This design comes from an exercise in tuning for small area, a short achievable clock period and few clock cycles on the open sky130 flow, not from production work.
Function was checked by simulation only, so behaviour that the tests miss may differ from the original.
Power is estimated from default activity; no workload was simulated.

$ cat design/flow/run.sh
#!/bin/bash
# synth_recipe.tcl (not shown) runs the flow's synth.tcl, then flattens the netlist and writes it again
# the make line also repeats each setting of config.mk as NAME=value (left out here)
make -C /OpenROAD-flow-scripts/flow DESIGN_CONFIG=/design/flow/config.mk WORK_HOME=/design/flow/orfs CLKGATE_MAP_FILE= SYNTH_SCRIPT=/design/flow/synth_recipe.tcl finish
$ cat design/flow/config.mk
export PLATFORM = sky130hd
export DESIGN_NAME = bbm_top
export DESIGN_NICKNAME = bbm_top
export VERILOG_FILES = /design/flow/design.v
export SDC_FILE = /design/flow/constraint.sdc
export NUM_CORES = 4
export LEC_CHECK = 0
export CAP_MARGIN = 20
export CORE_MARGIN = 2
export CORE_UTILIZATION = 15
export PLACE_DENSITY = 0.3
export SLEW_MARGIN = 20
$ cat design/flow/constraint.sdc
create_clock -name core_clock -period 10.0 [get_ports {clk}]
set_input_delay 2.0000 -clock core_clock [delete_from_list [all_inputs] [get_ports {clk}]]
set_output_delay 2.0000 -clock core_clock [all_outputs]
set_load 0.01 [all_outputs]
$ cat design/flow/design.v
module bbm_crc8 (
    input  wire        clk,
    input  wire        rst_n,
    input  wire        start,
    input  wire [71:0] data,      
    input  wire [7:0]  init,
    output reg         done,
    output reg  [7:0]  result
);
    reg [71:0] shreg;
    reg [3:0]  left;
    reg        running;
    function [7:0] crc_byte;
        input [7:0] c_in;
        input [7:0] d;
        integer     i;
        reg [7:0]   c;
        begin
            c = c_in ^ d;
            for (i = 0; i < 8; i = i + 1)
                c = c[7] ? ((c << 1) ^ 8'h07) : (c << 1);
            crc_byte = c;
        end
    endfunction
    always @(posedge clk) begin
        if (!rst_n) begin
            shreg   <= 72'd0;
            left    <= 4'd0;
            running <= 1'b0;
            done    <= 1'b0;
            result  <= 8'd0;
        end else begin
            done <= 1'b0;
            if (start) begin
                shreg   <= data;
                result  <= init;
                left    <= 4'd9;
                running <= 1'b1;
            end else if (running) begin
                result <= crc_byte(result, shreg[71:64]);
                shreg  <= {shreg[63:0], 8'd0};
                left   <= left - 4'd1;
                if (left == 4'd1) begin
                    running <= 1'b0;
                    done    <= 1'b1;
                end
            end
        end
    end
endmodule
module bbm_insert (
    input  wire [79:0] msg,       
    input  wire [15:0] mask,
    input  wire [6:0]  ofs,
    input  wire        pol,
    output wire [71:0] scr,       
    output wire        changed
);
    wire [3:0] k  = ofs[6:3];
    wire [7:0] mh = mask[15:8];
    wire [7:0] ml = mask[7:0];
    wire [8:0] diff;
    genvar i;
    generate
        for (i = 0; i < 9; i = i + 1) begin : lane
            wire [7:0] m = ((k == i) ? mh : 8'h00) | ((k + 4'd1 == i) ? ml : 8'h00);
            wire [7:0] o = msg[8*i +: 8];
            wire [7:0] f = pol ? (o | m) : (o & ~m);
            assign scr[71-8*i -: 8] = f;
            assign diff[i] = (f != o);
        end
    endgenerate
    assign changed = |diff;
endmodule
module bbm_maskgen (
    input  wire        clk,
    input  wire        rst_n,
    input  wire        load,       
    input  wire        seek,       
    input  wire [3:0]  load_b,
    input  wire [2:0]  seek_s,
    input  wire        advance,    
    input  wire [6:0]  adv_p,
    input  wire [3:0]  bank,       
    output reg  [15:0] mask
);
    function [15:0] mask0;
        input [3:0] b;
        begin
            mask0 = ~(16'hFFFF >> b);
        end
    endfunction
    always @(posedge clk) begin
        if (!rst_n)
            mask <= 16'h0000;
        else if (load)
            mask <= mask0(load_b);
        else if (seek)
            mask <= mask0(load_b) >> seek_s;
        else if (advance) begin
            if (adv_p[2:0] == 3'd7)
                mask <= mask0(bank);
            else
                mask <= mask >> 1;
        end
    end
endmodule
module bbm_scoreboard (
    input  wire         clk,
    input  wire         rst_n,
    input  wire         inc,
    input  wire [2:0]   inc_bank,    
    input  wire [2:0]   inc_sel,
    output wire         inc_wrap,    
    input  wire         clr,
    input  wire         clr_all,
    input  wire [2:0]   clr_bank,
    input  wire         wr,
    input  wire [2:0]   wr_bank,
    input  wire [2:0]   wr_sel,
    input  wire [31:0]  wr_data,
    input  wire [2:0]   rd_bank,
    input  wire [2:0]   rd_sel,
    output wire [31:0]  rd_data
);
    reg [31:0] acc [0:39];
    wire [5:0] inc_idx = inc_bank * 5 + inc_sel;
    wire [5:0] wr_idx  = wr_bank * 5 + wr_sel;
    wire [5:0] rd_idx  = rd_bank * 5 + rd_sel;
    wire [39:0] full;
    genvar g;
    generate
        for (g = 0; g < 40; g = g + 1) begin : fl
            assign full[g] = &acc[g];
        end
    endgenerate
    assign inc_wrap = full[inc_idx];
    assign rd_data  = (rd_sel < 3'd5) ? acc[rd_idx] : 32'd0;
    integer n;
    always @(posedge clk) begin
        if (!rst_n) begin
            for (n = 0; n < 40; n = n + 1)
                acc[n] <= 32'd0;
        end else begin
            for (n = 0; n < 40; n = n + 1) begin
                if (inc && inc_idx == n)
                    acc[n] <= acc[n] + 32'd1;
                else if (clr && (clr_all || clr_bank == n / 5))
                    acc[n] <= 32'd0;
                else if (wr && wr_sel < 3'd5 && wr_idx == n)
                    acc[n] <= wr_data;
            end
        end
    end
endmodule
module bbm_top (
    input  wire        clk,
    input  wire        rst_n,
    input  wire        bus_valid,
    input  wire        bus_we,
    input  wire [8:0]  bus_addr,
    input  wire [31:0] bus_wdata,
    output reg  [31:0] bus_rdata,
    output reg         bus_err,
    output wire        irq
);
    localparam [3:0] E_ILLEGAL_OP = 4'd1, E_BAD_BLEN = 4'd2, E_BAD_OFS = 4'd3,
                     E_RSVD_FIELD = 4'd4, E_BUSY_CMD = 4'd5, E_BUSY_WRITE = 4'd6;
    localparam [2:0] S_IDLE = 3'd0, S_SUB = 3'd1, S_CRCW = 3'd2,
                     S_SEAL = 3'd3, S_SEALW = 3'd4;
    localparam [1:0] C_NOEFF = 2'd1, C_MISSED = 2'd2, C_DETECTED = 2'd3;
    reg [2:0]  state;
    reg [1:0]  ctrl;           
    reg        st_done, st_err, st_ovf;
    reg [3:0]  st_errcode;
    reg [7:0]  init_q;
    reg [79:0] msg;            
    reg [6:0]  seq_ofs;
    reg        seq_pol;
    reg [3:0]  seq_bank;
    reg [6:0]  seq_end;
    reg [1:0]  last_cls0, last_cls1;
    reg [7:0]  last_rcrc0, last_rcrc1;
    reg [6:0]  last_lofs;
    wire busy = (state != S_IDLE);
    assign irq = (st_done & ctrl[0]) | ((st_err | st_ovf) & ctrl[1]);
    wire [31:0] w      = bus_wdata;
    wire [3:0]  w_op   = w[3:0];
    wire [3:0]  w_bl   = w[7:4];
    wire [6:0]  w_of   = w[14:8];
    wire        w_all  = w[15];
    wire        bl_ok  = (w_bl >= 4'd1) && (w_bl <= 4'd8);
    reg [3:0] cmd_code;
    always @(*) begin
        cmd_code = 4'd0;
        if (busy)
            cmd_code = E_BUSY_CMD;
        else if (w[31:16] != 16'd0)
            cmd_code = E_RSVD_FIELD;
        else begin
            case (w_op)
                4'h0, 4'h2:
                    if (w[15:4] != 12'd0) cmd_code = E_RSVD_FIELD;
                4'h1:
                    if (w_of != 7'd0) cmd_code = E_RSVD_FIELD;
                    else if (w_all) begin
                        if (w_bl != 4'd0) cmd_code = E_RSVD_FIELD;
                    end else if (!bl_ok) cmd_code = E_BAD_BLEN;
                4'h3:
                    if (w[15:8] != 8'd0) cmd_code = E_RSVD_FIELD;
                    else if (!bl_ok) cmd_code = E_BAD_BLEN;
                4'h4:
                    if (w_all) cmd_code = E_RSVD_FIELD;
                    else if (!bl_ok) cmd_code = E_BAD_BLEN;
                    else if (w_of > 7'd79) cmd_code = E_BAD_OFS;
                default:
                    cmd_code = E_ILLEGAL_OP;
            endcase
        end
    end
    wire       aligned  = (bus_addr[1:0] == 2'b00);
    wire       host_wr  = bus_valid && bus_we && aligned;
    wire [6:0] word     = bus_addr[8:2];
    wire       a_ctrl   = (word == 7'h01);
    wire       a_status = (word == 7'h02);
    wire       a_cmd    = (word == 7'h03);
    wire       a_init   = (word == 7'h04);
    wire       a_msg    = (word >= 7'h08) && (word <= 7'h11);
    wire [3:0] msg_idx  = word[3:0] - 4'd8;
    wire       a_acc    = (bus_addr[8:7] == 2'b01) || (bus_addr[8:7] == 2'b10);
    wire [2:0] acc_bank = bus_addr[7:5] - 3'd4;    
    wire [2:0] acc_sel  = bus_addr[4:2];
    wire cmd_wr  = host_wr && a_cmd;
    wire cmd_acc = cmd_wr && (cmd_code == 4'd0);
    wire [15:0] mask;
    wire        mg_advance;
    wire [6:0]  mg_p;
    bbm_maskgen u_mask (
        .clk     (clk),
        .rst_n   (rst_n),
        .load    (cmd_acc && w_op == 4'h3),
        .seek    (cmd_acc && w_op == 4'h4),
        .load_b  (w_bl),
        .seek_s  (w_of[2:0]),
        .advance (mg_advance),
        .adv_p   (seq_ofs),
        .bank    (seq_bank),
        .mask    (mask)
    );
    wire [71:0] scr;
    wire        changed;
    bbm_insert u_ins (
        .msg     (msg),
        .mask    (mask),
        .ofs     (seq_ofs),
        .pol     (seq_pol),
        .scr     (scr),
        .changed (changed)
    );
    wire [71:0] msg_buf;
    genvar gi;
    generate
        for (gi = 0; gi < 9; gi = gi + 1) begin : mbuf
            assign msg_buf[71-8*gi -: 8] = msg[8*gi +: 8];
        end
    endgenerate
    wire       crc_start = (state == S_SUB && changed) || (state == S_SEAL);
    wire       crc_done;
    wire [7:0] crc_result;
    bbm_crc8 u_crc (
        .clk    (clk),
        .rst_n  (rst_n),
        .start  (crc_start),
        .data   ((state == S_SEAL) ? msg_buf : scr),
        .init   (init_q),
        .done   (crc_done),
        .result (crc_result)
    );
    wire       sub_fin = (state == S_SUB && !changed) || (state == S_CRCW && crc_done);
    wire [1:0] sub_cls = (state == S_SUB) ? C_NOEFF :
                         (crc_result == msg[79:72]) ? C_MISSED : C_DETECTED;
    wire [7:0] sub_r   = (state == S_SUB) ? 8'h00 : crc_result;
    wire [2:0] sub_sel = (sub_cls == C_NOEFF)  ? 3'd0 :
                         (sub_cls == C_MISSED) ? (seq_pol ? 3'd2 : 3'd1) :
                                                 (seq_pol ? 3'd4 : 3'd3);
    wire       last_of_offset = sub_fin && seq_pol;
    wire       cmd_complete   = last_of_offset && (seq_ofs + 7'd1 == seq_end);
    assign mg_advance = last_of_offset;
    wire        inc_wrap;
    wire [31:0] acc_rdata;
    bbm_scoreboard u_sb (
        .clk      (clk),
        .rst_n    (rst_n),
        .inc      (sub_fin),
        .inc_bank (seq_bank[2:0] - 3'd1),
        .inc_sel  (sub_sel),
        .inc_wrap (inc_wrap),
        .clr      (cmd_acc && w_op == 4'h1),
        .clr_all  (w_all),
        .clr_bank (w_bl[2:0] - 3'd1),
        .wr       (host_wr && a_acc && !busy),
        .wr_bank  (acc_bank),
        .wr_sel   (acc_sel),
        .wr_data  (bus_wdata),
        .rd_bank  (acc_bank),
        .rd_sel   (acc_sel),
        .rd_data  (acc_rdata)
    );
    reg [31:0] rdval;
    always @(*) begin
        rdval = 32'd0;
        if (a_acc)
            rdval = acc_rdata;
        else if (a_msg)
            rdval = {24'd0, msg[8*msg_idx +: 8]};
        else begin
            case (word)
                7'h00: rdval = 32'h42424D01;
                7'h01: rdval = {30'd0, ctrl};
                7'h02: rdval = {24'd0, st_errcode, st_ovf, st_err, st_done, busy};
                7'h04: rdval = {24'd0, init_q};
                7'h05: rdval = {seq_bank, seq_ofs[6:3], mask, seq_pol, seq_ofs};
                7'h06: rdval = {1'b0, last_lofs, last_rcrc1, last_rcrc0, 4'd0,
                                last_cls1, last_cls0};
                default: rdval = 32'd0;
            endcase
        end
    end
    always @(posedge clk) begin
        if (!rst_n) begin
            bus_rdata  <= 32'd0;
            bus_err    <= 1'b0;
            state      <= S_IDLE;
            ctrl       <= 2'd0;
            st_done    <= 1'b0;
            st_err     <= 1'b0;
            st_ovf     <= 1'b0;
            st_errcode <= 4'd0;
            init_q     <= 8'd0;
            msg        <= 80'd0;
            seq_ofs    <= 7'd0;
            seq_pol    <= 1'b0;
            seq_bank   <= 4'd0;
            seq_end    <= 7'd0;
            last_cls0  <= 2'd0;
            last_cls1  <= 2'd0;
            last_rcrc0 <= 8'd0;
            last_rcrc1 <= 8'd0;
            last_lofs  <= 7'd0;
        end else begin
            if (bus_valid) begin
                bus_rdata <= 32'd0;
                bus_err   <= 1'b0;
                if (!aligned)
                    bus_err <= 1'b1;
                else if (!bus_we)
                    bus_rdata <= rdval;
                else if (a_ctrl)
                    ctrl <= bus_wdata[1:0];
                else if (a_status) begin
                    if (bus_wdata[1]) st_done <= 1'b0;
                    if (bus_wdata[2]) begin
                        st_err     <= 1'b0;
                        st_errcode <= 4'd0;
                    end
                    if (bus_wdata[3]) st_ovf <= 1'b0;
                end else if (a_cmd) begin
                    if (cmd_code != 4'd0) begin
                        if (!st_err) begin
                            st_err     <= 1'b1;
                            st_errcode <= cmd_code;
                        end
                    end else begin
                        case (w_op)
                            4'h0, 4'h1: st_done <= 1'b1;     
                            4'h2: begin                      
                                st_done <= 1'b0;
                                state   <= S_SEAL;
                            end
                            default: begin                   
                                st_done    <= 1'b0;
                                state      <= S_SUB;
                                seq_bank   <= w_bl;
                                seq_pol    <= 1'b0;
                                seq_ofs    <= (w_op == 4'h3) ? 7'd0 : w_of;
                                seq_end    <= (w_op == 4'h3) ? 7'd80 : w_of + 7'd1;
                                last_cls0  <= 2'd0;
                                last_cls1  <= 2'd0;
                                last_rcrc0 <= 8'd0;
                                last_rcrc1 <= 8'd0;
                                last_lofs  <= 7'd0;
                            end
                        endcase
                    end
                end else if (a_init || a_msg || a_acc) begin
                    if (busy) begin
                        if (a_init || a_msg) begin
                            if (!st_err) begin
                                st_err     <= 1'b1;
                                st_errcode <= E_BUSY_WRITE;
                            end
                        end else if (acc_sel < 3'd5) begin
                            if (!st_err) begin
                                st_err     <= 1'b1;
                                st_errcode <= E_BUSY_WRITE;
                            end
                        end
                    end else if (a_init)
                        init_q <= bus_wdata[7:0];
                    else if (a_msg)
                        msg[8*msg_idx +: 8] <= bus_wdata[7:0];
                end
            end
            case (state)
                S_SUB:   if (changed) state <= S_CRCW;
                S_SEAL:  state <= S_SEALW;
                S_SEALW: if (crc_done) begin
                    msg[79:72] <= crc_result;
                    state      <= S_IDLE;
                    st_done    <= 1'b1;
                end
                default: ;
            endcase
            if (sub_fin) begin
                if (inc_wrap) st_ovf <= 1'b1;
                if (seq_pol) begin
                    last_cls1  <= sub_cls;
                    last_rcrc1 <= sub_r;
                end else begin
                    last_cls0  <= sub_cls;
                    last_rcrc0 <= sub_r;
                end
                last_lofs <= seq_ofs;
                if (!seq_pol)
                    seq_pol <= 1'b1;
                else begin
                    seq_pol <= 1'b0;
                    seq_ofs <= seq_ofs + 7'd1;
                end
                if (cmd_complete) begin
                    state   <= S_IDLE;
                    st_done <= 1'b1;
                end else
                    state <= S_SUB;
            end
        end
    end
endmodule
==> summary.txt <==
## Yosys cell counts (70+ instances only)
master    instances
a211oi_1        298
a21oi_1        1169
a221oi_1        135
a22o_1          133
a22oi_1         633
a311oi_1        104
a31oi_1         295
a32oi_1         292
and2_1          127
and3_1          487
and4_1          144
buf_2           125
clkbuf_1        950
dfxtp_1        1560
ha_1             79
inv_1           439
mux2_2           70
mux2i_1         102
nand2_1        1170
nand3_1         611
nand3b_1         76
nand4_1         317
nor2_1          862
nor2b_1         103
nor3_1          618
nor4_1          476
o21a_1          247
o21ai_0        1234
or3_1            99
## worst max path at each step
stage                                         to         from  cells after the start  slack [ns]
finish                bus_rdata[25]$_SDFFE_PN0P_  bus_addr[7]                     18        1.75
global route          bus_rdata[25]$_SDFFE_PN0P_  bus_addr[7]                     18        2.11
CTS                   bus_rdata[25]$_SDFFE_PN0P_  bus_addr[7]                     18        2.29
detailed placement    bus_rdata[25]$_SDFFE_PN0P_  bus_addr[7]                     18        1.19
global placement      bus_rdata[25]$_SDFFE_PN0P_  bus_addr[7]                     18        1.21
floorplan           u_sb.acc[8][28]$_SDFFE_PN0P_  bus_addr[7]                     15        4.29
## logic make-up after synthesis
logic type      Yosys count  synth area share
mux                     188            0.0211
fa+ha+maj                81            0.0100
xor+xnor                 76           0.00647
compound gates         5165             0.328
flops                  1560             0.304
buf+inv                1584            0.0598
simple gates           5362             0.271
## sequential cells by signal, summed over array words and instances (netlist names), 2 cells and up
| register | flops |
|---|---|
| last_rcrc1 | 8 |
| u_crc.result | 8 |
| seq_bank | 4 |
| msg | 80 |
| u_sb.acc | 1280 |
| seq_end | 7 |
| u_crc.left | 4 |
| ctrl | 2 |
| state | 3 |
| seq_ofs | 7 |
| last_lofs | 7 |
| bus_rdata | 32 |
| st_errcode | 3 |
| last_cls1 | 2 |
| u_mask.mask | 16 |
| last_rcrc0 | 8 |
| last_cls0 | 2 |
| u_crc.shreg | 72 |
| init_q | 8 |
## power breakdown
group	internal [mW]	leakage [nW]	switching, mW
logic	0.217	20.2	1.27
registers	6.22	12.6	0.0353
clock network	4.94	3.74	3.83
## metrics by stage
| step | power (mW) | worst slack [ns] | cells |
|---|---|---|---|
| global placement | 7.80 | 1.21 | 22600 |
| floorplan | 6.82 | 4.29 | 14000 |
| finish | 16.5 | 1.75 | 23200 |
| global route | 16.8 | 2.11 | 23100 |
| detailed placement | 7.80 | 1.19 | 22600 |
| CTS | 16.6 | 2.29 | 23100 |
## critical path, stage by stage
cell	delay, ns
clkdlybuf4s50_1	0.57
inv_1	0.14
ha_1	0.30
ha_1	0.31
inv_1	0.07
fa_1	0.46
xor2_1	0.67
a211oi_1	0.29
nand2b_1	0.69
nor3_2	0.06
buf_4	0.43
a22oi_1	0.67
and4_1	0.56
nand4_1	0.20
nor3_2	0.99
buf_4	0.24
o21ai_0	0.10
a32o_1	0.31
## area by class of cell
type / instances / area [um^2]
diodes: 177 / 443
flip-flops and latches: 1560 / 31200
multi-input cells: 10900 / 66600
inverters: 441 / 1660
repair buffers: 749 / 6260
clock buffers: 350 / 6790
well taps: 9027 / 11300
fillers: 77600 / 559000
clock inverters: 65 / 788
## routing by layer
metal  share of wire  vias up  wire, um
met3           0.095     2012    106000
met1            0.41    70400    466000
li1                -    53900         -
met4           0.085       52     95400
met5         0.00030        -       342
met2            0.41     8986    456000
## layout by cell type, fill, tap and decap left out, types with 292 or more instances in the layout
master | synthesis | final
nand4_1 | 317 | 317
a211oi_1 | 298 | 296
nor4_1 | 476 | 460
nand2_1 | 1170 | 1161
a22oi_1 | 633 | 633
o21ai_0 | 1234 | 1218
nand3_1 | 611 | 610
nor3_1 | 618 | 561
nor2_1 | 862 | 824
dfxtp_1 | 1560 | 1554
a32oi_1 | 292 | 292
and3_1 | 487 | 485
inv_1 | 439 | 431
a21oi_1 | 1169 | 1157
buf_4 | 6 | 650
==> flow_summary.yaml <==
synth:
  yosys_warnings: 5
  synth_edf_count: 0
  synthArstFlopShare: 0
  ys_seq_area_frac: 0.304
  synthTopCellsByArea: "dfxtp_1 (30%), o21ai_0 (6.0%), a21oi_1 (5.7%)"
  synth_top_cell_area_share: 0.304
  synth_top_area_cell: "dfxtp_1"
  synth_nets: 14100
  avgSynthCellArea_um2: 7.34
  synth_cell_types: 100
  synth_area_um2: 103000
  synth_ff_type: "dfxtp_1"
  synthCells: 14000
  ys_ff_latch: 1560
layout:
  design_area_um2: 125000
  synthToLayoutAreaGrowth_pct: 21.6
  drive_gt1_frac: 0.105
  fin_nets: 14000
  fin_util: 0.183
cts:
  cts_buffers: 230
  cts_tree: "built"
  clock-root-buffer: "clkbuf_16"
  clk_latency_ns: 1.07
  clk_pin_slew_ns: 0.07
  hold_buffers: 0
  htreeDepth: 4
  cts_resized: 0
  cts_max_path_buffers: 4
  cts.sinks: 1560
  post_cts_buffers: 0
worst_hold_path:
  worstHoldPathType: "reg2reg"
  hold_depth: 2
  hold_start: "last_rcrc0[7]$_SDFF_PN0_"
  whs_endpoint: "last_rcrc0[7]$_SDFF_PN0_"
floorplan:
  die_w_um: 832
  core_um2: 684000
  start_util: 0.150
  io_pins: 79
  die_y_um: 832
  rows: 304
  die_area_um2: 692000
worst_setup_path:
  crit_type: "in2reg"
  crit_path_end_kind: "register"
  crit_path_start_kind: "input pin"
  cp_data_required_time_ns: 10.95
  reg2regPathDepth: 18
  r2r_setup_slack_ns: 2.45
  cp_data_arrival_time_ns: 9.20
  r2r_start: "state[1]$_SDFF_PP0_"
  cp_max_fo: 36
  reg2reg_to: "st_ovf$_SDFF_PN0_"
run_status:
  outcome: "complete, no violations"
timing:
  period_share: 0.825
  tns_ns: 0
  fin_worst_skew_ns: 0.101
  hold_violations: 0
  final_max_slew_viol_count: 0
  rsz0062_at_grt: "no"
  worstMarginPinSlew_ns: 1.42
  setup_viol: 0
  whs_ns: 0.438
  post-route-min-period_ns: 8.25
  fmax_mhz: 121
  slew_headroom: 0.0514
place:
  portBuffers: 78
  hpwlAfterDp_um: 871000
  place.gp.congestion: 1.11
  dpl-instance-area_um2: 117000
routing:
  ant_nets: 0
  drc: 0
  drt-initial-drc-count: 22000
  post_drt_wl_per_cell_um: 48.4
  wl_um: 1120000
  dr.pass1.iters: 8
  vias: 135000
  viasPerCell: 5.82
grt:
  grt_pass1_vias: 119000
  grt_max_degree: 134
  grt.overflow.total: 0
  grtUsageMet3: 0.0849
  top_usage_layer: "met2"
  antenna_found_initial: 365
  grt_first_pass_wirelength_um: 1410000
  track_usage: 0.309
  gr-usage-met1: 0.398
  met2_usage: 0.439
pwr:
  pwr_density_cell_nw_per_um2: 132
  p_leak_nw: 36.5
  max-vdd-ir-drop_mv: 0.148
run:
  maxCapViolCount: 0
Testbench counts, summed over its fixed seeds: cycles 311,992.

==> afterwards: timing with drivers on the ports <==
How much do the figures lean on ideal ports? The routed layout below was timed once more, with nothing changed but the port constraints.
Step 1: set_driving_cell puts a clkbuf_16 on clk and a buf_2 on each other input, an assumption about the parent block.
Step 2 moves the port delays by t, midway between the first and last clock arrival at a register: inputs arrive t later, outputs are due t later. That takes back most of the time a late clock gives input paths.
a / b / c = ideal / step 1 / step 2; a / b = the first two.
shift t [ns]: 1.158
setup slack, ns: 1.749 / 1.854 / 0.696
worst setup path after step 2: input to register
After both steps this run still meets setup and hold. For this run, drivers alone change the setup slack by +0.105 ns; drivers and shift together by -1.053 ns.
